This is an optimization exercise on Yosys and OpenROAD, whose aim is small area, a short achievable clock period and few clock cycles per item, not a production implementation. Where RTL was checked, it was by simulation tests only, not by an equivalence proof against the original.

## isg_extract
module isg_extract (
    input  wire        clk,
    input  wire        rst,         
    input  wire        cfg_we,
    input  wire [5:0]  cfg_addr,
    input  wire [5:0]  cfg_pos,
    input  wire [6:0]  npos,        
    input  wire [31:0] qstep,       
    input  wire        variant,     
    input  wire        in_valid,
    input  wire [7:0]  in_data,
    output wire        in_ready,
    output reg         done,
    output reg  [63:0] bits_out
);
    reg        cfg_we_r;
    reg [5:0]  cfg_addr_r, cfg_pos_r;
    reg [31:0] qstep_r;
    reg        variant_r;
    reg [6:0]  npos_r;
    reg [5:0]  pos_tab [0:63];
    always @(posedge clk) begin
        cfg_we_r   <= cfg_we;
        cfg_addr_r <= cfg_addr;
        cfg_pos_r  <= cfg_pos;
        qstep_r    <= qstep;
        variant_r  <= variant;
        npos_r     <= npos;
        if (cfg_we_r)
            pos_tab[cfg_addr_r] <= cfg_pos_r;
    end
    reg  [5:0] c;             
    reg  [5:0] ld_cnt;        
    reg        in_ready_r;
    reg        smp_v;
    reg  [7:0] smp_r;         
    assign in_ready = in_ready_r;
    wire ir_cur;               
    wire accept = in_valid & ir_cur;
    always @(posedge clk) begin
        smp_r <= {~in_data[7], in_data[6:0]};
        smp_v <= accept & ~rst;
    end
    reg  [511:0] ringv;
    wire [7:0]   ring63 = ringv[511:504];
    wire [7:0]   tail_in = smp_v ? smp_r : ring63;
    always @(posedge clk)
        ringv <= {ringv[503:0], tail_in};
    wire signed [7:0] s0 = ringv[55:48];
    wire signed [7:0] s1 = ringv[47:40];
    wire signed [7:0] s2 = ringv[39:32];
    wire signed [7:0] s3 = ringv[31:24];
    wire signed [7:0] s4 = ringv[23:16];
    wire signed [7:0] s5 = ringv[15:8];
    wire signed [7:0] s6 = ringv[7:0];
    wire signed [7:0] s7 = tail_in;
    wire signed [8:0] e0 = s0 + s7, e1 = s1 + s6, e2 = s2 + s5, e3 = s3 + s4;
    wire signed [8:0] o0 = s0 - s7, o1 = s1 - s6, o2 = s2 - s5, o3 = s3 - s4;
    reg signed [8:0]  f_e0, f_e1, f_e2, f_e3;
    reg signed [8:0]  f_o0, f_o1, f_o2, f_o3;
    reg [2:0]         f_x;
    always @(posedge clk) begin
        if (c[2:0] == 3'd7) begin
            f_e0 <= e0; f_e1 <= e1; f_e2 <= e2; f_e3 <= e3;
            f_o0 <= o0; f_o1 <= o1; f_o2 <= o2; f_o3 <= o3;
  ...
clock: 13.0 ns
lec_check: 0
abc_area: 1
cap_margin: 20
core_margin: 2
core_utilization: 55
place_density: 0.7
slew_margin: 20
run.sh (not shown) runs the stock make flow with config.mk's settings and CLKGATE_MAP_FILE= SYNTH_SCRIPT=/design/flow/synth_recipe.tcl, a recipe that flattens the netlist after the stock synthesis.
Edit:
--- a/flow/design.v
+++ b/flow/design.v
@@ -28,22 +28,21 @@
         npos_r     <= npos;
         if (cfg_we_r)
             pos_tab[cfg_addr_r] <= cfg_pos_r;
     end
     reg  [5:0] c;             
     reg  [5:0] ld_cnt;        
     reg        in_ready_r;
     reg        smp_v;
     reg  [7:0] smp_r;         
     assign in_ready = in_ready_r;
-    wire ir_cur;               
-    wire accept = in_valid & ir_cur;
+    wire accept = in_valid & in_ready_r;
     always @(posedge clk) begin
         smp_r <= {~in_data[7], in_data[6:0]};
         smp_v <= accept & ~rst;
     end
     reg  [511:0] ringv;
     wire [7:0]   ring63 = ringv[511:504];
     wire [7:0]   tail_in = smp_v ? smp_r : ring63;
     always @(posedge clk)
         ringv <= {ringv[503:0], tail_in};
     wire signed [7:0] s0 = ringv[55:48];
@@ -68,57 +67,59 @@
     end
     wire       rev_load, rev_stream, rev_recirc, rev_tag;
     wire [2:0] rev_k;
     wire       nrev_load, nrev_stream, nrev_recirc, nrev_tag;
     wire [2:0] nrev_k;
     wire       stream_ok, rev_ok;
     wire [3:0] pleft;
     wire [2:0] knext;
     wire       ld_tag;
     wire [1:0] blk_out;       
+    wire       ir_cur;
     reg        idle_d;
     reg [2:0]  meta_k;
     reg        meta_tag;
     reg        dbusy;
     reg [4:0]  dcnt;
     wire       any_pend;
     wire       last_res;
     reg        fast;
     wire idle_all  = (ld_cnt == 6'd0) && (blk_out == 2'd0);
     wire [3:0] ptot = ({1'b0, npos_r} + 8'd7) >> 3;
     wire quiet      = !rev_stream && !rev_recirc && !any_pend && !dbusy;
     wire thr        = fast || quiet || idle_all;
     localparam integer SW = 39;
-    reg  [SW-13:0] st_r0, st_r1;
+    reg  [SW-14:0] st_r0, st_r1;
     reg            sel_r;
-    wire [SW-13:0] st_rest = sel_r ? st_r1 : st_r0;
-    assign {ir_cur, ld_tag, pleft, knext,
+    wire [SW-14:0] st_rest = sel_r ? st_r1 : st_r0;
+    assign {ld_tag, pleft, knext,
             nrev_load, nrev_stream, nrev_recirc, nrev_tag, nrev_k,
             rev_load, rev_stream, rev_recirc, rev_tag, rev_k,
             stream_ok, rev_ok, blk_out} = st_rest;
-    wire [SW-1:0] st_now = {c, ld_cnt, st_rest};
+    assign ir_cur = in_ready_r;
+    wire [SW-1:0] st_now = {c, ld_cnt, in_ready_r, st_rest};
     wire [SW-1:0] st_a0, st_a1;
     wire blk_a1;
     isg_sched u_s0 (.acc(1'b0), .st(st_now), .smp_v(smp_v), .ptot(ptot), .thr(thr),
                     .idle_all(idle_all), .last_res(last_res), .nx(st_a0), .blk_now());
     isg_sched u_s1 (.acc(1'b1), .st(st_now), .smp_v(smp_v), .ptot(ptot), .thr(thr),
                     .idle_all(idle_all), .last_res(last_res), .nx(st_a1), .blk_now(blk_a1));
     wire [SW-1:0] st_rst = {6'd63, 6'd0, 1'b1, 1'b0, 4'd0, 3'd0,
                             1'b1, 1'b1, 1'b0, 1'b0, 3'd0,
                             1'b0, 1'b0, 1'b0, 1'b0, 3'd0,
                             1'b0, 1'b0, 2'd0};
     always @(posedge clk) begin
         if (rst) begin
-            st_r0 <= st_rst[SW-13:0]; st_r1 <= st_rst[SW-13:0]; sel_r <= 1'b0;
+            st_r0 <= st_rst[SW-14:0]; st_r1 <= st_rst[SW-14:0]; sel_r <= 1'b0;
             in_ready_r <= 1'b1; c <= 6'd63; ld_cnt <= 6'd0;
         end else begin
-            st_r0 <= st_a0[SW-13:0]; st_r1 <= st_a1[SW-13:0]; sel_r <= accept;
+            st_r0 <= st_a0[SW-14:0]; st_r1 <= st_a1[SW-14:0]; sel_r <= accept;
             {c, ld_cnt, in_ready_r} <= accept ? st_a1[SW-1:SW-13] : st_a0[SW-1:SW-13];
         end
     end
     always @(posedge clk) begin
         if (c[2:0] == 3'd6) begin
             meta_k <= rev_k; meta_tag <= rev_tag;
         end
     end
     wire [2:0] rd_j = c[2:0] + 3'd1;
     reg  [5:0] posr;
The new run produced a clean layout.
Sequential share of layout area hardly moves.
Worst setup slack improved by 620 ps.
Die area stays flat.
Cell count grows slightly.
Clock skew fell by 28 ps.
Area after synthesis is about the same.
Routed wire length increases by a few percent.
Global-route usage rises by 1.3 points.
Clock-buffer cell count went up by 3.
Utilization is about the same.
Design area hardly moves.
Testbench counts after the change, summed over its fixed seeds: cycles 26,064, items 320.
No functional check of the RTL was part of the first run of this note.

---

Setup of rev 12:
Another version of the RTL of isg_extract (not shown whole).
Size in the first run: ~11000 cells after synthesis, roughly 130 I/O pins.
==> flow/config.mk <==
export PLATFORM = sky130hd
export DESIGN_NAME = isg_extract
export DESIGN_NICKNAME = isg_extract
export VERILOG_FILES = /design/flow/design.v
export SDC_FILE = /design/flow/constraint.sdc
export NUM_CORES = 4
export LEC_CHECK = 0
export ABC_AREA = 1
export CAP_MARGIN = 20
export CORE_MARGIN = 2
export CORE_UTILIZATION = 55
export PLACE_DENSITY = 0.7
export SLEW_MARGIN = 20
==> flow/constraint.sdc <==
create_clock -name core_clock -period 13.0 [get_ports {clk}]
set_input_delay 2.6000 -clock core_clock [delete_from_list [all_inputs] [get_ports {clk}]]
set_output_delay 2.6000 -clock core_clock [all_outputs]
set_load 0.01 [all_outputs]
Changes in rev 13 relative to rev 12:
diff --git a/flow/design.v b/flow/design.v
--- a/flow/design.v
+++ b/flow/design.v
@@ -18,32 +18,31 @@
     reg [31:0] qstep_r;
     reg        variant_r;
     reg [6:0]  npos_r;
     reg [5:0]  pos_tab [0:63];
     always @(posedge clk) begin
         cfg_we_r   <= cfg_we;
         cfg_addr_r <= cfg_addr;
         cfg_pos_r  <= cfg_pos;
         qstep_r    <= qstep;
         variant_r  <= variant;
-        npos_r     <= npos;
+        npos_r     <= npos | {6'd0, (npos == 7'd0)};    
         if (cfg_we_r)
             pos_tab[cfg_addr_r] <= cfg_pos_r;
     end
     reg  [5:0] c;             
     reg  [5:0] ld_cnt;        
     reg        in_ready_r;
     reg        smp_v;
     reg  [7:0] smp_r;         
     assign in_ready = in_ready_r;
-    wire ir_cur;               
-    wire accept = in_valid & ir_cur;
+    wire accept = in_valid & in_ready_r;
     always @(posedge clk) begin
         smp_r <= {~in_data[7], in_data[6:0]};
         smp_v <= accept & ~rst;
     end
     reg  [511:0] ringv;
     wire [7:0]   ring63 = ringv[511:504];
     wire [7:0]   tail_in = smp_v ? smp_r : ring63;
     always @(posedge clk)
         ringv <= {ringv[503:0], tail_in};
     wire signed [7:0] s0 = ringv[55:48];
@@ -53,89 +52,83 @@
     wire signed [7:0] s4 = ringv[23:16];
     wire signed [7:0] s5 = ringv[15:8];
     wire signed [7:0] s6 = ringv[7:0];
     wire signed [7:0] s7 = tail_in;
     wire signed [8:0] e0 = s0 + s7, e1 = s1 + s6, e2 = s2 + s5, e3 = s3 + s4;
     wire signed [8:0] o0 = s0 - s7, o1 = s1 - s6, o2 = s2 - s5, o3 = s3 - s4;
     reg signed [8:0]  f_e0, f_e1, f_e2, f_e3;
     reg signed [8:0]  f_o0, f_o1, f_o2, f_o3;
     reg [2:0]         f_x;
     always @(posedge clk) begin
-        if (fen) begin
+        if (c[2:0] == 3'd7) begin
             f_e0 <= e0; f_e1 <= e1; f_e2 <= e2; f_e3 <= e3;
             f_o0 <= o0; f_o1 <= o1; f_o2 <= o2; f_o3 <= o3;
             f_x  <= c[5:3];
         end
     end
     wire       rev_load, rev_stream, rev_recirc, rev_tag;
     wire [2:0] rev_k;
     wire       nrev_load, nrev_stream, nrev_recirc, nrev_tag;
     wire [2:0] nrev_k;
     wire       stream_ok, rev_ok;
     wire [3:0] pleft;
     wire [2:0] knext;
     wire       ld_tag;
     wire [1:0] blk_out;       
+    wire       ir_cur;
     reg        idle_d;
     reg [2:0]  meta_k;
     reg        meta_tag;
     reg        dbusy;
     reg [4:0]  dcnt;
     wire       any_pend;
     wire       last_res;
     reg        fast;
     wire idle_all  = (ld_cnt == 6'd0) && (blk_out == 2'd0);
     wire [3:0] ptot = ({1'b0, npos_r} + 8'd7) >> 3;
     wire quiet      = !rev_stream && !rev_recirc && !any_pend && !dbusy;
     wire thr        = fast || quiet || idle_all;
     localparam integer SW = 39;
-    reg  [SW-13:0] st_r0, st_r1;
+    reg  [SW-14:0] st_r0, st_r1;
     reg            sel_r;
-    wire [SW-13:0] st_rest = sel_r ? st_r1 : st_r0;
-    assign {ir_cur, ld_tag, pleft, knext,
+    wire [SW-14:0] st_rest = sel_r ? st_r1 : st_r0;
+    assign {ld_tag, pleft, knext,
             nrev_load, nrev_stream, nrev_recirc, nrev_tag, nrev_k,
             rev_load, rev_stream, rev_recirc, rev_tag, rev_k,
             stream_ok, rev_ok, blk_out} = st_rest;
-    wire [SW-1:0] st_now = {c, ld_cnt, st_rest};
+    assign ir_cur = in_ready_r;
+    wire [SW-1:0] st_now = {c, ld_cnt, in_ready_r, st_rest};
     wire [SW-1:0] st_a0, st_a1;
     wire blk_a1;
     isg_sched u_s0 (.acc(1'b0), .st(st_now), .smp_v(smp_v), .ptot(ptot), .thr(thr),
                     .idle_all(idle_all), .last_res(last_res), .nx(st_a0), .blk_now());
     isg_sched u_s1 (.acc(1'b1), .st(st_now), .smp_v(smp_v), .ptot(ptot), .thr(thr),
                     .idle_all(idle_all), .last_res(last_res), .nx(st_a1), .blk_now(blk_a1));
     wire [SW-1:0] st_rst = {6'd63, 6'd0, 1'b1, 1'b0, 4'd0, 3'd0,
                             1'b1, 1'b1, 1'b0, 1'b0, 3'd0,
                             1'b0, 1'b0, 1'b0, 1'b0, 3'd0,
                             1'b0, 1'b0, 2'd0};
-    wire [5:0] c_nx = rst ? 6'd63 : (accept ? st_a1[SW-1:SW-6] : st_a0[SW-1:SW-6]);
-    reg        fen, men;
-    reg  [2:0] jr;
-    always @(posedge clk) begin
-        fen <= (c_nx[2:0] == 3'd7);
-        men <= (c_nx[2:0] == 3'd6);
-        jr  <= c_nx[2:0] + 3'd1;
-    end
     always @(posedge clk) begin
         if (rst) begin
-            st_r0 <= st_rst[SW-13:0]; st_r1 <= st_rst[SW-13:0]; sel_r <= 1'b0;
+            st_r0 <= st_rst[SW-14:0]; st_r1 <= st_rst[SW-14:0]; sel_r <= 1'b0;
             in_ready_r <= 1'b1; c <= 6'd63; ld_cnt <= 6'd0;
         end else begin
-            st_r0 <= st_a0[SW-13:0]; st_r1 <= st_a1[SW-13:0]; sel_r <= accept;
+            st_r0 <= st_a0[SW-14:0]; st_r1 <= st_a1[SW-14:0]; sel_r <= accept;
             {c, ld_cnt, in_ready_r} <= accept ? st_a1[SW-1:SW-13] : st_a0[SW-1:SW-13];
         end
     end
     always @(posedge clk) begin
-        if (men) begin
+        if (c[2:0] == 3'd6) begin
             meta_k <= rev_k; meta_tag <= rev_tag;
         end
     end
-    wire [2:0] rd_j = jr;
+    wire [2:0] rd_j = c[2:0] + 3'd1;
     reg  [5:0] posr;
     reg  [2:0] r_j, r_k;
     reg        r_tag;
     always @(posedge clk) begin
         posr  <= pos_tab[{meta_k, rd_j}];
         r_j   <= rd_j;
         r_k   <= meta_k;
         r_tag <= meta_tag;
     end
     wire [2:0] q_v = posr[2:0];
Results
- Rev 13 against rev 12: die area decreased 0.60%; sequential cell count essentially unchanged; area added between synthesis and finish decreased 0.17 points; final design area excluding fillers decreased about 0.75%.
- Rev 13: global-route usage is 0.57 points higher than what rev 12 reported.
- Final worst-path cycle share was lower in the run labelled rev 12.
- Run comparison: rev 12 critical-path cell with the highest stage delay sky130_fd_sc_hd__clkinv_1; rev 13 critical-path cell with the highest stage delay sky130_fd_sc_hd__nor2_4
- Rev 13 vs rev 12 on cell count after placement: rev 13 is the lower one.
- Routability congestion estimate from global placement of rev 13 exceeds that of rev 12 slightly.
Testbench counts of rev 13, summed over its fixed seeds: cycles 26,064, items 320.
For rev 12, only the layout was checked, not whether the RTL still works.

==> static timing again, ports no longer ideal <==
The results above use ideal ports. As a check the final layouts listed here were re-extracted and re-timed, cells and wires unchanged. Step 1 (the two cells are an assumption about what drives the block):
set clk [get_ports {clk}]
set_driving_cell -lib_cell sky130_fd_sc_hd__clkbuf_16 $clk
set_driving_cell -lib_cell sky130_fd_sc_hd__buf_2 [delete_from_list [all_inputs] $clk]
Step 2, shift: input delay + t, output delay - t, t = (earliest + latest rising clock arrival at the registers) / 2. This alone moves slack from input paths to output paths. Three values: ideal, step 1, step 2; two values: the first two.
run | shift t [ns] | slack for setup (ns) | worst slew at a driven data input, ns | pins driven straight from the clock port
the first run of note 1 | 0.944 | 7.749 / 7.749 / 7.749 | 0.23 | 1
the second run of note 1 | 0.949 | 8.368 / 8.368 / 7.743 | 0.07 | 1
rev 12 | 0.952 | 8.156 / 8.156 / 7.604 | 0.06 | 1
rev 13 | 0.946 | 7.765 / 7.832 / 6.885 | 0.09 | 1
After both steps setup and hold are still met in every run listed. For rev 13, which loses most, drivers alone change the setup slack by +0.067 ns; drivers and shift together by -0.880 ns.
